This is an optimization exercise on Yosys and OpenROAD, whose aim is a short achievable clock period and few clock cycles, not a production implementation.
In this exercise RTL edits were held to simulation tests only and were not proved equivalent to the original.
Power figures rest on the tool's default switching activity, not on a simulated workload.

## run.sh

```bash
#!/bin/bash
# synth_recipe.tcl (not shown) runs the flow's synth.tcl, then flattens the netlist and writes it again
# the make line also repeats each setting of config.mk as NAME=value (left out here)
make -C /OpenROAD-flow-scripts/flow DESIGN_CONFIG=/design/flow/config.mk WORK_HOME=/design/flow/orfs CLKGATE_MAP_FILE= SYNTH_SCRIPT=/design/flow/synth_recipe.tcl finish
```

## config.mk

```make
export PLATFORM = sky130hd
export DESIGN_NAME = nsd_cursor
export DESIGN_NICKNAME = nsd_cursor
export VERILOG_FILES = /design/flow/design.v
export SDC_FILE = /design/flow/constraint.sdc
export NUM_CORES = 4
export LEC_CHECK = 0
export CAP_MARGIN = 20
export CORE_MARGIN = 2
export CORE_UTILIZATION = 40
export SLEW_MARGIN = 20
```

## constraint.sdc

```tcl
create_clock -name core_clock -period 10.0 [get_ports {clk}]
set_input_delay 2.0000 -clock core_clock [delete_from_list [all_inputs] [get_ports {clk}]]
set_output_delay 2.0000 -clock core_clock [all_outputs]
set_load 0.01 [all_outputs]
```

## design.v

```verilog
module nsd_cursor (
    input             clk,
    input             rst,
    input             host_valid,
    input             host_we,
    input             host_sel,
    input      [5:0]  host_addr,
    input      [31:0] host_wdata,
    output            host_ready,
    output reg        rd_valid,
    output reg [31:0] rd_data
);
    localparam [6:0] CAP = 7'd64;
    localparam [2:0] E_ILLEGAL = 3'd1;
    localparam [2:0] E_MODE    = 3'd2;
    localparam [2:0] E_ALIGN   = 3'd4;
    localparam [2:0] E_BOUNDS  = 3'd5;
    localparam [2:0] E_STRUCT  = 3'd6;
    localparam [2:0] OP_SKIP  = 3'd0;   
    localparam [2:0] OP_PROBE = 3'd1;   
    localparam [2:0] OP_READ  = 3'd2;   
    localparam [2:0] OP_EG    = 3'd3;   
    localparam [2:0] OP_PUT   = 3'd4;   
    reg [7:0]  bufm [0:63];
    reg [31:0] arg0, arg1, res;
    reg        st_f, st_t;
    reg [2:0]  err;
    reg [7:1]  esticky;
    reg [2:0]  carry;
    reg [6:0]  cur_byte;
    reg [2:0]  cur_bit;
    reg [6:0]  cur_limit;
    reg        esc_en;
    reg        busy;       
    reg        started;    
    reg [31:0] cmd;
    reg [2:0]  op;
    reg [6:0]  wb;         
    reg [2:0]  wt;         
    reg [31:0] cnt;        
    reg [31:0] acc;        
    reg [5:0]  k;          
    reg        suffix;     
    assign host_ready = !busy;
    wire acc_req = host_valid && host_ready;
    wire wr_reg  = acc_req && host_we && !host_sel;
    wire wr_buf  = acc_req && host_we && host_sel;
    wire rd_req  = acc_req && !host_we;
    function esc_at;
        input [6:0] i;
        input [6:0] lim;
        input       en;
        begin
            esc_at = en && (i >= 7'd2) && (i < lim) &&
                     (bufm[i[5:0]] == 8'h03) &&
                     (bufm[i[5:0] - 6'd1] == 8'h00) &&
                     (bufm[i[5:0] - 6'd2] == 8'h00);
        end
    endfunction
    wire       cur_bitval = bufm[wb[5:0]][3'd7 - wt];
    wire       at_end     = (wb >= cur_limit);
    wire       next_esc   = esc_at(wb + 7'd1, cur_limit, esc_en);
    wire [6:0] adv_b      = (wt != 3'd7) ? wb : (next_esc ? wb + 7'd2 : wb + 7'd1);
    wire [2:0] adv_t      = wt + 3'd1;
    wire [7:0] opc   = cmd[31:24];
    wire [5:0] nimm  = cmd[5:0];
    wire       zr_ok = (cmd[23:0] == 24'd0);
    wire       zi_ok = (cmd[23:6] == 18'd0) && (nimm <= 6'd32);
    wire       zm_ok = (cmd[23:1] == 23'd0);
    reg legal;
    always @(*) begin
        case (opc)
            8'h00, 8'h01, 8'h02, 8'h11, 8'h12, 8'h13, 8'h15, 8'h16,
            8'h17, 8'h18, 8'h20, 8'h22: legal = zr_ok;
            8'h14, 8'h24:               legal = zi_ok;
            8'h10:                      legal = zm_ok;
            default:                    legal = 1'b0;
        endcase
    end
    wire        cr_bad  = (arg0 > arg1) || (arg1 > {25'd0, CAP});
    wire [6:0]  cr_o    = arg0[6:0];
    wire [6:0]  cr_l    = arg1[6:0];
    wire        cr_esc0 = esc_at(cr_o, cr_l, cmd[0]);
    wire [35:0] pos_bits   = {26'd0, cur_byte, cur_bit};
    wire [35:0] lim_bits   = {26'd0, cur_limit, 3'd0};
    wire        put_oob    = pos_bits + {30'd0, nimm} > lim_bits;
    wire [32:0] skb_end    = {26'd0, cur_byte} + {1'b0, arg0};
    wire        skb_oob    = skb_end > {26'd0, cur_limit};
    wire [31:0] eg_code = ((32'd1 << k) - 32'd1) + acc;
    wire [31:0] eg_mag  = {1'b0, eg_code[31:1]} + {31'd0, eg_code[0]};   
    wire [31:0] eg_sgn  = eg_code[0] ? eg_mag : (32'd0 - eg_mag);
    reg [31:0] reg_rd;
    always @(*) begin
        case (host_addr)
            6'd0:    reg_rd = arg0;
            6'd1:    reg_rd = arg1;
            6'd2:    reg_rd = res;
            6'd3:    reg_rd = {30'd0, st_t, st_f};
            6'd4:    reg_rd = {29'd0, err};
            6'd5:    reg_rd = {24'd0, esticky, 1'b0};
            6'd6:    reg_rd = {29'd0, carry};
            6'd7:    reg_rd = {25'd0, cur_byte};
            6'd8:    reg_rd = {29'd0, cur_bit};
            6'd9:    reg_rd = {25'd0, cur_limit};
            6'd10:   reg_rd = {31'd0, esc_en};
            default: reg_rd = 32'd0;
        endcase
    end
    always @(posedge clk) begin
        if (rst) begin
            rd_valid <= 1'b0;
            rd_data  <= 32'd0;
        end else begin
            rd_valid <= rd_req;
            if (rd_req)
                rd_data <= host_sel ? {24'd0, bufm[host_addr]} : reg_rd;
        end
    end
    wire put_step = busy && started && (op == OP_PUT) && (cnt != 32'd0);
    wire put_val  = arg0[cnt[4:0] - 5'd1];
    always @(posedge clk) begin
        if (wr_buf)
            bufm[host_addr] <= host_wdata[7:0];
        else if (put_step)
            bufm[wb[5:0]][3'd7 - wt] <= put_val;
    end
    task finish_ok;
        input t;
        begin
            st_f    <= 1'b0;
            st_t    <= t;
            err     <= 3'd0;
            busy    <= 1'b0;
            started <= 1'b0;
        end
    endtask
    task finish_fault;
        input [2:0] code;
        begin
            st_f          <= 1'b1;
            st_t          <= 1'b0;
            err           <= code;
            esticky[code] <= 1'b1;
            busy          <= 1'b0;
            started       <= 1'b0;
        end
    endtask
    always @(posedge clk) begin
        if (rst) begin
            arg0      <= 32'd0;
            arg1      <= 32'd0;
            res       <= 32'd0;
            st_f      <= 1'b0;
            st_t      <= 1'b0;
            err       <= 3'd0;
            esticky   <= 7'd0;
            carry     <= 3'd0;
            cur_byte  <= 7'd0;
            cur_bit   <= 3'd0;
            cur_limit <= 7'd0;
            esc_en    <= 1'b0;
            busy      <= 1'b0;
            started   <= 1'b0;
            cmd       <= 32'd0;
            op        <= OP_SKIP;
            wb        <= 7'd0;
            wt        <= 3'd0;
            cnt       <= 32'd0;
            acc       <= 32'd0;
            k         <= 6'd0;
            suffix    <= 1'b0;
        end else if (!busy) begin
            if (wr_reg) begin
                case (host_addr)
                    6'd0:  arg0  <= host_wdata;
                    6'd1:  arg1  <= host_wdata;
                    6'd6:  carry <= host_wdata[2:0];
                    6'd12: begin
                        cmd     <= host_wdata;
                        busy    <= 1'b1;
                        started <= 1'b0;
                    end
                    default: ;
                endcase
            end
        end else if (!started) begin
            started <= 1'b1;
            wb      <= cur_byte;
            wt      <= cur_bit;
            acc     <= 32'd0;
            k       <= 6'd0;
            suffix  <= 1'b0;
            if (!legal) begin
                finish_fault(E_ILLEGAL);
            end else begin
                case (opc)
                    8'h00: finish_ok(1'b0);                        
                    8'h01: begin                                   
                        esticky <= 7'd0;
                        finish_ok(1'b0);
                    end
                    8'h02: begin                                   
                        res       <= 32'd0;
                        esticky   <= 7'd0;
                        carry     <= 3'd0;
                        cur_byte  <= 7'd0;
                        cur_bit   <= 3'd0;
                        cur_limit <= 7'd0;
                        esc_en    <= 1'b0;
                        finish_ok(1'b0);
                    end
                    8'h10: begin                                   
                        if (cr_bad) begin
                            finish_fault(E_BOUNDS);
                        end else begin
                            esc_en    <= cmd[0];
                            cur_limit <= cr_l;
                            cur_byte  <= cr_esc0 ? cr_o + 7'd1 : cr_o;
                            cur_bit   <= 3'd0;
                            finish_ok(1'b0);
                        end
                    end
                    8'h11: begin op <= OP_SKIP;  cnt <= 32'd1; end
                    8'h12: begin op <= OP_SKIP;  cnt <= arg0;  end
                    8'h13: begin op <= OP_READ;  cnt <= 32'd1; end
                    8'h14: begin op <= OP_READ;  cnt <= {26'd0, nimm}; end
                    8'h15: begin op <= OP_PROBE; cnt <= arg0;  end
                    8'h16, 8'h17, 8'h18: op <= OP_EG;
                    8'h20: begin                                   
                        if (esc_en) begin
                            finish_fault(E_MODE);
                        end else begin
                            if (cur_bit != 3'd0) begin
                                cur_byte <= cur_byte + 7'd1;
                                cur_bit  <= 3'd0;
                            end
                            finish_ok(1'b0);
                        end
                    end
                    8'h22: begin                                   
                        if (esc_en)
                            finish_fault(E_MODE);
                        else if (cur_bit != 3'd0)
                            finish_fault(E_ALIGN);
                        else if (skb_oob)
                            finish_fault(E_BOUNDS);
                        else begin
                            cur_byte <= skb_end[6:0];
                            finish_ok(1'b0);
                        end
                    end
                    8'h24: begin                                   
                        if (esc_en)
                            finish_fault(E_MODE);
                        else if (put_oob)
                            finish_fault(E_BOUNDS);
                        else begin
                            op  <= OP_PUT;
                            cnt <= {26'd0, nimm};
                        end
                    end
                    default: finish_fault(E_ILLEGAL);
                endcase
            end
        end else begin
            case (op)
                OP_SKIP, OP_PROBE, OP_READ: begin
                    if (cnt == 32'd0) begin
                        if (op == OP_PROBE) begin
                            res <= 32'd1;
                            finish_ok(1'b1);
                        end else begin
                            cur_byte <= wb;
                            cur_bit  <= wt;
                            if (opc == 8'h13) begin
                                res <= acc;
                                finish_ok(acc[0]);
                            end else begin
                                if (op == OP_READ)
                                    res <= acc;
                                finish_ok(1'b0);
                            end
                        end
                    end else if (at_end) begin
                        if (op == OP_PROBE) begin
                            res <= 32'd0;
                            finish_ok(1'b0);
                        end else begin
                            finish_fault(E_BOUNDS);
                        end
                    end else begin
                        acc <= {acc[30:0], cur_bitval};
                        wb  <= adv_b;
                        wt  <= adv_t;
                        cnt <= cnt - 32'd1;
                    end
                end
                OP_EG: begin
                    if (!suffix) begin
                        if (at_end) begin
                            if (opc == 8'h16) begin
                                res <= 32'd0;
                                finish_ok(1'b0);
                            end else
                                finish_fault(E_BOUNDS);
                        end else begin
                            wb <= adv_b;
                            wt <= adv_t;
                            if (cur_bitval) begin
                                suffix <= 1'b1;
                                cnt    <= {26'd0, k};
                            end else if (k == 6'd31) begin
                                if (opc == 8'h16) begin
                                    res <= 32'd0;
                                    finish_ok(1'b0);
                                end else
                                    finish_fault(E_STRUCT);
                            end else begin
                                k <= k + 6'd1;
                            end
                        end
                    end else begin
                        if (cnt == 32'd0) begin
                            if (opc == 8'h16) begin
                                res <= 32'd1;
                                finish_ok(1'b1);
                            end else begin
                                cur_byte <= wb;
                                cur_bit  <= wt;
                                res      <= (opc == 8'h18) ? eg_sgn : eg_code;
                                finish_ok(1'b0);
                            end
                        end else if (at_end) begin
                            if (opc == 8'h16) begin
                                res <= 32'd0;
                                finish_ok(1'b0);
                            end else
                                finish_fault(E_BOUNDS);
                        end else begin
                            acc <= {acc[30:0], cur_bitval};
                            wb  <= adv_b;
                            wt  <= adv_t;
                            cnt <= cnt - 32'd1;
                        end
                    end
                end
                OP_PUT: begin
                    if (cnt == 32'd0) begin
                        cur_byte <= wb;
                        cur_bit  <= wt;
                        finish_ok(1'b0);
                    end else begin
                        wb  <= adv_b;
                        wt  <= adv_t;
                        cnt <= cnt - 32'd1;
                    end
                end
                default: finish_fault(E_ILLEGAL);
            endcase
        end
    end
endmodule
```

==> notes.md <==
state kept, by name (all words and copies together), names as in the netlist, 7 cells and up, named ones only:
| register | flops |
|---|---|
| bufm | 512 |
| acc | 32 |
| arg0 | 32 |
| arg1 | 32 |
| cmd | 32 |
| cnt | 32 |
| rd_data | 32 |
| res | 32 |
| cur_byte | 7 |
| cur_limit | 7 |
| wb | 7 |
cell families (layout without fill, tap and decap cells):
kind of cell    Yosys count  count (layout)
simple gates           2460            2460
compound gates         1178            1178
flops                   802             802
buf+inv                 630             569
mux                     526             526
fa+ha+maj               165             165
xor+xnor                133             133
other cells               0               5
power by group through the flow:
stage	clock (mW)	sequential [mW]	combinational, mW
after floorplan	0	3.60	0.214
final	3.44	3.53	0.426
after global routing	3.58	3.53	0.428
after CTS	3.46	3.53	0.413
after global placement	0	3.60	0.411
after detailed placement	0	3.60	0.412
layout make-up:
type,count,share of cell area [%]
Antenna cell,5,0.0201
Clock buffer,124,4.04
Clock inverter,43,0.791
Inverter,203,1.22
Multi-Input combinational cell,4462,53.4
Sequential cell,802,34.0
Tap cell,1890,3.79
Timing Repair Buffer,199,2.70
cells in the final DEF, fill, tap and decap left out, types with 45 or more instances in the layout:
| cell | instances |
|---|---|
| a21oi_1 | 354 |
| a31oi_1 | 57 |
| a211oi_1 | 45 |
| clkdlybuf4s50_1 | 71 |
| nor3_1 | 143 |
| xnor2_1 | 97 |
| a22oi_1 | 86 |
| a21o_1 | 48 |
| nand4_1 | 82 |
| buf_4 | 123 |
| nor4_1 | 154 |
| o21ai_0 | 225 |
| nor2_1 | 924 |
| nand2_1 | 638 |
| nand3_1 | 196 |
| mux2i_1 | 75 |
| ha_1 | 161 |
| clkbuf_16 | 93 |
| dfxtp_1 | 282 |
| inv_1 | 194 |
| edfxtp_1 | 512 |
| mux4_2 | 438 |
final timing paths:
path	to	slack (ns)	cells past startpoint
worst min register to register	rd_data[24]	0.45	2
worst min-delay path	rd_data[24]	0.45	2
worst max register to register	res[31]	3.04	17
worst max-delay path	res[31]	3.04	17
worst max-delay path: cells and delay by family, from the launching register on:
family	cells	cell delay (ns)
AND/OR/NAND/NOR	8	3.78
XOR/XNOR	2	0.50
adder cells (fa/ha/maj)	2	0.77
AO/OA/AOI/OAI	4	1.33
flip-flops	1	0.39
buffers and inverters	1	0.04
per-layer routing:
layer / track usage, % / routed length, µm / vias up
li1: - / - / 22000
met1: 41.9 / 91700 / 25900
met2: 52.9 / 113000 / 3620
met3: 7.19 / 25300 / 813
met4: 23.8 / 20800 / 14
met5: 0 / 104 / -
==> notes.md <==
Status -> finished clean
Chip Height -> 380 µm
H-tree depth -> 3
Post-CTS Setup Bufs -> 0
CP cell instances -> nor2_1 -> nand3_1 -> ha_1 -> inv_1 -> ha_1 -> and3_1 -> a221o_1 -> a31oi_1 -> nand2_1 -> xnor2_1 -> or4_1 -> nor2_1 -> xnor2_1 -> nor4b_1 -> nor3b_1 -> a41oi_1 -> a31o_2
Placed insts -> 7,556
Setup ws final -> 3.04 ns
Cell Pwr Density -> 119 mW/mm²
Slew Viols, Final -> 0
# port buffers -> 76
Fin crit period -> 6.96 ns
Global-route wire length before repair -> 361,000 µm
Simple-gate share of the synthesized area -> 20.0%
Largest net degree at the start of global routing -> 122
Ys flop type -> edfxtp_1
Synth unique cells -> 100
Xor/xnor share of the synthesized area -> 2.10%
Clock Tree Root -> clkbuf_16
Post-synth EDFFs -> 512
P_int -> 5.57 mW
Worst-Skew Late Latency -> 0.75 ns
Clock slew at reported path FFs -> 0.06 ns
Slowest cell delay on critical path -> 0.76 ns
Hold slack -> 0.448 ns
Fraction of registers with async set/reset -> 0%
Switching component of the power -> 1.83 mW
Slew @ Worst Pin -> 1.23 ns
Synth Area per Inst -> 9.61 µm²
Layout cells sized above 1 -> 14.0%
Netlist Area Pre-Place -> 0.0566 mm²
CP arrival -> 7.56 ns
Synth area leader -> edfxtp_1
Area Growth Syn to Fin -> 10.1%
Final-report setup violation count -> 0
Switching Fraction -> 24.7%
Sequential power share -> 47.8%
Combinational power share -> 5.8%
Required time worst endpoint -> 10.60 ns
Synth Instances -> 5,894
DP HPWL -> 180,000 µm
Hold Buf Count CTS -> 0
MaxCap Viol Count -> 0
Clk sinks -> 802
Core Util, Final -> 44.2%
Initial antenna violation count -> 15
DR DRC count -> 0
Post-synthesis sequential area ratio -> 37.4%
Starting Density -> 40.2%
Critical path's slowest cell -> nor4b_1
Synthesized flop and latch total -> 802
Routability cong. -> 1.06
Post-Route Skew -> 0.0549 ns
Nets@finish -> 5,966
Drt first pass iters -> 8
Synth top area share -> 27.1%
Routed WL per cell -> 32.5 µm
Post-synth top cells -> nor2_1 (928), nand2_1 (638), edfxtp_1 (512)
Peak Freq -> 0.144 GHz
Vias in the first global route -> 49,400
Vias -> 52,400
Total track usage -> 33.9%
Die area -> 0.145 mm²
Clk pwr share -> 46.5%
Total wire length -> 251,000 µm
Most common cell in the netlist -> nor2_1
Warnings, synthesis -> 1
P_leak -> 19.7 nW
Mux cell area share after synthesis -> 19.0%
Area fraction in compound gates after synthesis -> 13.6%
Drt initial violations -> 7,016
Placement Cell Area -> 0.0593 mm²
Min-delay src -> rd_data[24]
Crit path launch type -> register
Post-CTS sizing -> 0
Final Hold Vio Count -> 0
TritonCTS clock tree -> yes
Fin Setup TNS -> 0 ns
Dpl ws -> 3.31 ns
Finished Layout Cells -> 7,728
Grt total ovfl -> 0
Adder-Cell Fraction of Synth Area -> 3.68%
Num CTS Buffers -> 90
Register Area -> 0.0212 mm²
Crit Path Max Fanout -> 13
Normalized max-slew margin -> 17.4%
Unrepaired setup endpoints after global routing -> false
Worst flop-to-flop path startpoint -> k[4]
Max VDD drop -> 0.000160 V
Crit path launch -> k[4]
Final ANT Viol Nets -> 0
I/O pins -> 77
Filler cells -> 13,700
Largest family of logic cells by synthesized area -> simple AND/OR/NAND/NOR gates
Syn nets -> 6,102
Fin area -> 0.0623 mm²
Setup CP Type -> register to register
CP endpoint kind -> register
Hold Path Class -> register to register
Fin crit share -> 69.6%
Core Region -> 0.141 mm²
Site Rows -> 138
Multi-input logic area -> 0.0333 mm²
Via-to-Cell Ratio -> 6.78
Power Total -> 7.39 mW
Clk buf depth -> 3
Top post-synthesis cells by area -> edfxtp_1 (27%), mux4_2 (17%), dfxtp_1 (10%)
DIE WIDTH -> 380 µm
Testbench counts, summed over its fixed seeds: cycles 51,353.

-- separate check: timing with driven ports --
How much do the figures lean on ideal ports? The routed layout below was timed once more, with nothing changed but the port constraints. Step 1 (the two cells are an assumption about what drives the block):
set clk [get_ports {clk}]
set_driving_cell -lib_cell sky130_fd_sc_hd__clkbuf_16 $clk
set_driving_cell -lib_cell sky130_fd_sc_hd__buf_2 [delete_from_list [all_inputs] $clk]
Step 2, shift: input delay + t, output delay - t, t = (earliest + latest rising clock arrival at the registers) / 2. This alone moves slack from input paths to output paths. a / b / c = no drivers / after step 1 / after step 2; a / b = the first two.
t, ns: 0.804
setup WS [ns]: 3.043 / 3.043 / 3.043
worst register clock-pin slew, ns: 0.08 / 0.08
After both steps setup and hold are still met in this run. The setup slack of this run moves by 0.000 ns with the drivers and by 0.000 ns with both steps.
